Context: an optimization exercise on an open-source flow, tuned for small area, a short achievable clock period and few clock cycles. The choices shown serve that exercise and are no tape-out recipe. In this exercise RTL edits were held to simulation tests only and were not proved equivalent to the original. Power and IR drop assume default switching activity.

run A:
==> flow/design.v (excerpt) <==
module gefd (
    input  wire        clk,
    input  wire        rst,
    input  wire        in_valid,
    input  wire [2:0]  in_kind,
    input  wire [3:0]  in_addr,
    input  wire [32:0] in_data,
    output wire        in_ready,
    output reg         tx_valid,
    output wire [7:0]  tx_data,
    output reg         err_valid,
    output reg  [2:0]  err_code,
    output reg  [15:0] err_info,
    output reg         cell_valid,
    output reg  [31:0] cell_data,
    output reg         frame_valid,
    output reg         frame_occ,
    output reg         frame_mot,
    output reg  [31:0] frame_cnt,
    output reg  [15:0] frame_n,
    output reg         trig_valid,
    output reg  [31:0] trig_cnt
);
==> flow/config.mk <==
export PLATFORM = sky130hd
export DESIGN_NAME = gefd
export DESIGN_NICKNAME = gefd
export VERILOG_FILES = /design/flow/design.v
export SDC_FILE = /design/flow/constraint.sdc
export NUM_CORES = 8
export LEC_CHECK = 0
export CAP_MARGIN = 20
export CORE_MARGIN = 2
export CORE_UTILIZATION = 40
export SLEW_MARGIN = 20
==> flow/constraint.sdc <==
create_clock -name core_clock -period 18.0 [get_ports {clk}]
set_input_delay 3.6000 -clock core_clock [delete_from_list [all_inputs] [get_ports {clk}]]
set_output_delay 3.6000 -clock core_clock [all_outputs]
set_load 0.01 [all_outputs]
standard.sh (not shown) runs the stock make flow with config.mk's settings and CLKGATE_MAP_FILE= SYNTH_SCRIPT=/design/flow/synth_recipe.tcl, a recipe that flattens the netlist after the stock synthesis.
==> flow/flow/run.sh <==
#!/bin/bash
# The standard layout (the standard.sh, all steps unchanged), except that the port
# buffers the placement step inserts are sky130_fd_sc_hd__buf_4 cells instead of the
# default choice. make's full output goes to flow_make.log; each ORFS step keeps its own
# log under orfs/logs/.
set -euo pipefail
export BUFFER_PORTS_ARGS="-buffer_cell sky130_fd_sc_hd__buf_4"
bash standard.sh > flow_make.log 2>&1
Testbench counts of run A, summed over its fixed seeds: cycles 58,024.
### run A -> run B
==> flow/run.sh (new file) <==
#!/bin/bash
# synth_recipe.tcl (not shown) runs the flow's synth.tcl, then flattens the netlist and writes it again
# the make line also repeats each setting of config.mk as NAME=value (left out here)
make -C /OpenROAD-flow-scripts/flow DESIGN_CONFIG=/design/flow/config.mk WORK_HOME=/design/flow/orfs CLKGATE_MAP_FILE= SYNTH_SCRIPT=/design/flow/synth_recipe.tcl finish
removed: flow/flow/run.sh
removed: flow/standard.sh
Findings:
- Clock-cell share of area across run A and run B: no real change.
- The global placement routability congestion of run B and that of run A are within noise of each other.
- Cmp run B vs run A: fraction of the cycle the final worst path needs higher in run B
- Run A has higher fraction of met1 tracks used by global routing than run B.
- Re setup slack at placement: run B is 0.17 ns down on run A.
- From run A to run B the numbers moved as follows: final total power rose by about 0.46%; final area stayed essentially flat; worst hold slack rose by 0.0037 ns; area of the multi-input gates stayed essentially flat.

========
Setup of build 93:
Another version of the RTL of gefd (not shown whole).
Size in the first run: about 16000 cells after synthesis, roughly 6900 flip-flops, about 190 I/O pins.
// gefd
module gefd (
    input  wire        clk,
    input  wire        rst,
    input  wire        in_valid,
    input  wire [2:0]  in_kind,
    input  wire [3:0]  in_addr,
    input  wire [32:0] in_data,
    output wire        in_ready,
    output reg         tx_valid,
    output wire [7:0]  tx_data,
    output reg         err_valid,
    output reg  [2:0]  err_code,
    output reg  [15:0] err_info,
    output reg         cell_valid,
    output reg  [31:0] cell_data,
    output reg         frame_valid,
    output reg         frame_occ,
    output reg         frame_mot,
    output reg  [31:0] frame_cnt,
    output reg  [15:0] frame_n,
    output reg         trig_valid,
    output reg  [31:0] trig_cnt
);
    localparam [7:0] MARKER = 8'h2A;
    localparam [2:0] K_RX = 3'd0, K_CFG = 3'd1, K_START = 3'd2, K_STOP = 3'd3, K_LINK = 3'd4;
    localparam [1:0] RS_IDLE = 2'd0, RS_RUN = 2'd1, RS_STOPPED = 2'd2, RS_HALTED = 2'd3;
    localparam [2:0] PH_HUNT = 3'd0, PH_CONFIRM = 3'd1, PH_THERM = 3'd2, PH_ARRAY = 3'd3,
                     PH_CSUM = 3'd4;
    reg        in_rdy;
  ...
clock: 18.0 ns
lec_check: 0
cap_margin: 20
core_margin: 2
core_utilization: 55
cts_buf_list: sky130_fd_sc_hd__clkbuf_16
cts_cluster_diameter: 100
cts_cluster_size: 24
place_density: 0.75
slew_margin: 20
==> flow/flow/run.sh <==
#!/bin/bash
# The standard layout (standard.sh, every ORFS step unchanged) with two changes:
#  - the port buffers that placement inserts are sky130_fd_sc_hd__buf_4 cells
#    (BUFFER_PORTS_ARGS) instead of the default choice;
#  - after the placement resizing step, the flip-flops that drive output-port buffers are
#    swapped to the strongest drive of their cell and moved onto the buffer's spot
#    (flow/upsize_out.tcl); the standard
#    detailed placement that follows legalizes them.
# Each tool's full output goes to a log file here; ORFS keeps per-step logs in orfs/logs/.
set -euo pipefail
export BUFFER_PORTS_ARGS="-buffer_cell sky130_fd_sc_hd__buf_4"
RES="$PWD/orfs/results/${FLOW_PLATFORM}/gefd/base"
bash standard.sh "$RES/3_4_place_resized.odb" > flow_make_place.log 2>&1
UPSZ_ODB="$RES/3_4_place_resized.odb" openroad -no_init -exit flow/upsize_out.tcl > upsize_out.log 2>&1
bash standard.sh > flow_make.log 2>&1
==> flow/flow/upsize_out.tcl <==
# For each output port: the flip-flop that drives the port's buffer is swapped to the strongest
# drive of its cell (sky130_fd_sc_hd__dfxtp_1/2 -> dfxtp_4) and moved onto the buffer's spot;
# the standard detailed placement that follows legalizes it next to the buffer.
set odb_file $::env(UPSZ_ODB)
read_db $odb_file
set db [ord::get_db]
set block [ord::get_db_block]
set strong [$db findMaster sky130_fd_sc_hd__dfxtp_4]
set n 0
set moved 0
foreach bterm [$block getBTerms] {
  if {[$bterm getIoType] ne "OUTPUT"} { continue }
  set net [$bterm getNet]
  if {$net eq "NULL"} { continue }
  set buf ""
  foreach it [$net getITerms] { if {[$it isOutputSignal]} { set buf [$it getInst] } }
  if {$buf eq ""} { continue }
  foreach it [$buf getITerms] {
    if {![$it isInputSignal]} { continue }
    set n2 [$it getNet]
    if {$n2 eq "NULL"} { continue }
    # only a flip-flop that drives nothing but this buffer
    if {[llength [$n2 getITerms]] != 2} { continue }
    foreach jt [$n2 getITerms] {
      if {![$jt isOutputSignal]} { continue }
      set ff [$jt getInst]
      set m [[$ff getMaster] getName]
      if {[string match "sky130_fd_sc_hd__*df*" $m]} {
        if {$m eq "sky130_fd_sc_hd__dfxtp_1" || $m eq "sky130_fd_sc_hd__dfxtp_2"} {
          $ff swapMaster $strong
          incr n
        }
        set loc [$buf getLocation]
        $ff setLocation [lindex $loc 0] [lindex $loc 1]
        incr moved
      }
    }
  }
}
puts "upsized $n and moved $moved output flip-flops"
write_db $odb_file
Nothing crashed in build 93 and all stages finished; the problem is that the final layout failed, the offending checks being antenna rules.
Testbench counts of build 93, summed over its fixed seeds: cycles 57,975.
Relative to build 93, the following input files were edited for build 42:
Settings: PLACE_DENSITY: 0.75 -> unset.
==> flow/run.sh (new file) <==
#!/bin/bash
# synth_recipe.tcl (not shown) runs the flow's synth.tcl, then flattens the netlist and writes it again
# the make line also repeats each setting of config.mk as NAME=value (left out here)
make -C /OpenROAD-flow-scripts/flow DESIGN_CONFIG=/design/flow/config.mk WORK_HOME=/design/flow/orfs CLKGATE_MAP_FILE= SYNTH_SCRIPT=/design/flow/synth_recipe.tcl finish
removed: flow/flow/run.sh
removed: flow/flow/upsize_out.tcl
removed: flow/standard.sh
No stage failed in build 42, and the final checks on the layout all came back clean. Between build 93 and build 42, the area growth from synthesis to layout figures differ only marginally. Build 93 -> build 42: final area flat. Relative to build 93, the number of global-route vias before repair of build 42 is higher by 429. Compared with build 93, in build 42 utilization level; layout buffer count excluding clock buffers moved up. Build 42 -> build 93: count of flip-flops and latches delta 0, exact match. Detailed-placement wirelength estimate deteriorates in build 42 relative to build 93. Between build 42 and build 93, it is build 42 whose met1 track utilization from global routing is higher, by 3.8 points. Build 93 → build 42: worst setup slack -0.31 ns, routability congestion estimate from global placement ~0 delta.
Relative to build 42, the following input files were edited for build 91:
==> flow/flow/run.sh (new file) <==
#!/bin/bash
# The standard layout (standard.sh, every ORFS step unchanged) with two changes:
#  - the port buffers that placement inserts are sky130_fd_sc_hd__buf_4 cells
#    (BUFFER_PORTS_ARGS) instead of the default choice;
#  - after the placement resizing step, the flip-flops that drive output-port buffers are
#    swapped to the strongest drive of their cell and moved onto the buffer's spot
#    (flow/upsize_out.tcl); the standard
#    detailed placement that follows legalizes them.
# Each tool's full output goes to a log file here; ORFS keeps per-step logs in orfs/logs/.
set -euo pipefail
export BUFFER_PORTS_ARGS="-buffer_cell sky130_fd_sc_hd__buf_4"
export CTS_BUF_DISTANCE=300
RES="$PWD/orfs/results/${FLOW_PLATFORM}/gefd/base"
bash standard.sh "$RES/3_4_place_resized.odb" > flow_make_place.log 2>&1
UPSZ_ODB="$RES/3_4_place_resized.odb" openroad -no_init -exit flow/upsize_out.tcl > upsize_out.log 2>&1
bash standard.sh > flow_make.log 2>&1
==> flow/flow/upsize_out.tcl (new file) <==
# For each output port: the flip-flop that drives the port's buffer is swapped to the strongest
# drive of its cell (sky130_fd_sc_hd__dfxtp_1/2 -> dfxtp_4) and moved onto the buffer's spot;
# the standard detailed placement that follows legalizes it next to the buffer.
set odb_file $::env(UPSZ_ODB)
read_db $odb_file
set db [ord::get_db]
set block [ord::get_db_block]
set strong [$db findMaster sky130_fd_sc_hd__dfxtp_4]
set n 0
set moved 0
foreach bterm [$block getBTerms] {
  if {[$bterm getIoType] ne "OUTPUT"} { continue }
  set net [$bterm getNet]
  if {$net eq "NULL"} { continue }
  set buf ""
  foreach it [$net getITerms] { if {[$it isOutputSignal]} { set buf [$it getInst] } }
  if {$buf eq ""} { continue }
  foreach it [$buf getITerms] {
    if {![$it isInputSignal]} { continue }
    set n2 [$it getNet]
    if {$n2 eq "NULL"} { continue }
    # only a flip-flop that drives nothing but this buffer
    if {[llength [$n2 getITerms]] != 2} { continue }
    foreach jt [$n2 getITerms] {
      if {![$jt isOutputSignal]} { continue }
      set ff [$jt getInst]
      set m [[$ff getMaster] getName]
      if {[string match "sky130_fd_sc_hd__*df*" $m]} {
        if {$m eq "sky130_fd_sc_hd__dfxtp_1" || $m eq "sky130_fd_sc_hd__dfxtp_2"} {
          $ff swapMaster $strong
          incr n
        }
        set loc [$buf getLocation]
        $ff setLocation [lindex $loc 0] [lindex $loc 1]
        incr moved
      }
    }
  }
}
puts "upsized $n and moved $moved output flip-flops"
write_db $odb_file
==> flow/standard.sh (new file) <==
#!/bin/bash
# synth_recipe.tcl (not shown) runs the flow's synth.tcl, then flattens the netlist and writes it again
# the make line also repeats each setting of config.mk as NAME=value (left out here)
make -C /OpenROAD-flow-scripts/flow DESIGN_CONFIG=/design/flow/config.mk WORK_HOME=/design/flow/orfs CLKGATE_MAP_FILE= SYNTH_SCRIPT=/design/flow/synth_recipe.tcl "${@:-finish}"
removed: flow/run.sh
Findings:
Net switching power of build 91 falls short of that of build 42 slightly. Capturing element of the worst setup path: tx_valid -> build 42, in_ready -> build 91. Against build 42, maximum frequency in build 91 rose by a little under 10%. Diff build 42 -> build 91: clock latency on the worst-skew pair about even, count of final max-slew check failures about even, setup slack rose 0.43 ns.
The following lists how build 75 was set up differently from build 91:
==> flow/flow/run.sh <==
#!/bin/bash
# The standard layout (standard.sh, every ORFS step unchanged) with two changes:
#  - the port buffers that placement inserts are sky130_fd_sc_hd__buf_4 cells
#    (BUFFER_PORTS_ARGS) instead of the default choice;
#  - after the placement resizing step, the flip-flops that drive output-port buffers are
#    swapped to the strongest drive of their cell (flow/upsize_out.tcl); the standard
#    detailed placement that follows legalizes them.
# Each tool's full output goes to a log file here; ORFS keeps per-step logs in orfs/logs/.
set -euo pipefail
export BUFFER_PORTS_ARGS="-buffer_cell sky130_fd_sc_hd__buf_4"
RES="$PWD/orfs/results/${FLOW_PLATFORM}/gefd/base"
bash standard.sh "$RES/3_4_place_resized.odb" > flow_make_place.log 2>&1
UPSZ_ODB="$RES/3_4_place_resized.odb" openroad -no_init -exit flow/upsize_out.tcl > upsize_out.log 2>&1
bash standard.sh > flow_make.log 2>&1
==> flow/flow/upsize_out.tcl <==
# Upsize the flip-flops that drive the output ports' buffers to the strongest drive of the
# same cell (sky130_fd_sc_hd__dfxtp_1/2 -> dfxtp_4); detailed placement legalizes them next.
set odb_file $::env(UPSZ_ODB)
read_db $odb_file
set db [ord::get_db]
set block [ord::get_db_block]
set strong [$db findMaster sky130_fd_sc_hd__dfxtp_4]
set n 0
foreach bterm [$block getBTerms] {
  if {[$bterm getIoType] ne "OUTPUT"} { continue }
  set net [$bterm getNet]
  if {$net eq "NULL"} { continue }
  set buf ""
  foreach it [$net getITerms] { if {[$it isOutputSignal]} { set buf [$it getInst] } }
  if {$buf eq ""} { continue }
  foreach it [$buf getITerms] {
    if {![$it isInputSignal]} { continue }
    set n2 [$it getNet]
    if {$n2 eq "NULL"} { continue }
    foreach jt [$n2 getITerms] {
      if {![$jt isOutputSignal]} { continue }
      set ff [$jt getInst]
      set m [[$ff getMaster] getName]
      if {$m eq "sky130_fd_sc_hd__dfxtp_1" || $m eq "sky130_fd_sc_hd__dfxtp_2"} {
        $ff swapMaster $strong
        incr n
      }
    }
  }
}
puts "upsized $n output flip-flops"
write_db $odb_file
## What came out
Re post-CTS resize count: no difference whatsoever between build 75 and build 91.
There was hardly any difference in fill cell total of the finished layout between build 75 and build 91.
Build 91 and build 75 ended up with roughly the same total detailed-routing wirelength.
The post-route non-filler standard cell count was comparable across build 75 and build 91.
Compared build 91 against build 75; area overhead of the layout relative to synthesis within noise.

==> separate check: timing with driven ports <==
In the flow no input, the clock included, has a driving cell. The finished layouts below were timed again as built, in two steps.
Step 1 (the two cells are an assumption about what drives the block):
set clk [get_ports {clk}]
set_driving_cell -lib_cell sky130_fd_sc_hd__clkbuf_16 $clk
set_driving_cell -lib_cell sky130_fd_sc_hd__buf_2 [delete_from_list [all_inputs] $clk]
Step 2 also shifts input and output timing later by t, the mid clock arrival at the registers, as if the neighbouring blocks saw the same clock.
Three values: ideal ports, drivers, drivers and shift; two values: the first two.
run | t (ns) | setup WS [ns] | worst slew at a driven data input, ns
run A | 1.151 | 12.325 / 12.204 / 12.211 | 0.17
run B | 1.155 | 11.905 / 11.782 / 12.002 | 0.15
build 93 | 1.105 | 12.790 / 12.666 / 12.451 | 0.12
build 42 | 1.071 | 12.483 / 12.365 / 12.827 | 0.07
build 91 | 1.074 | 12.909 / 12.789 / 12.828 | 0.06
build 75 | 1.081 | 12.890 / 12.771 / 12.890 | 0.06
For build 93, which loses most, drivers alone change the setup slack by -0.124 ns; drivers and shift together by -0.339 ns.
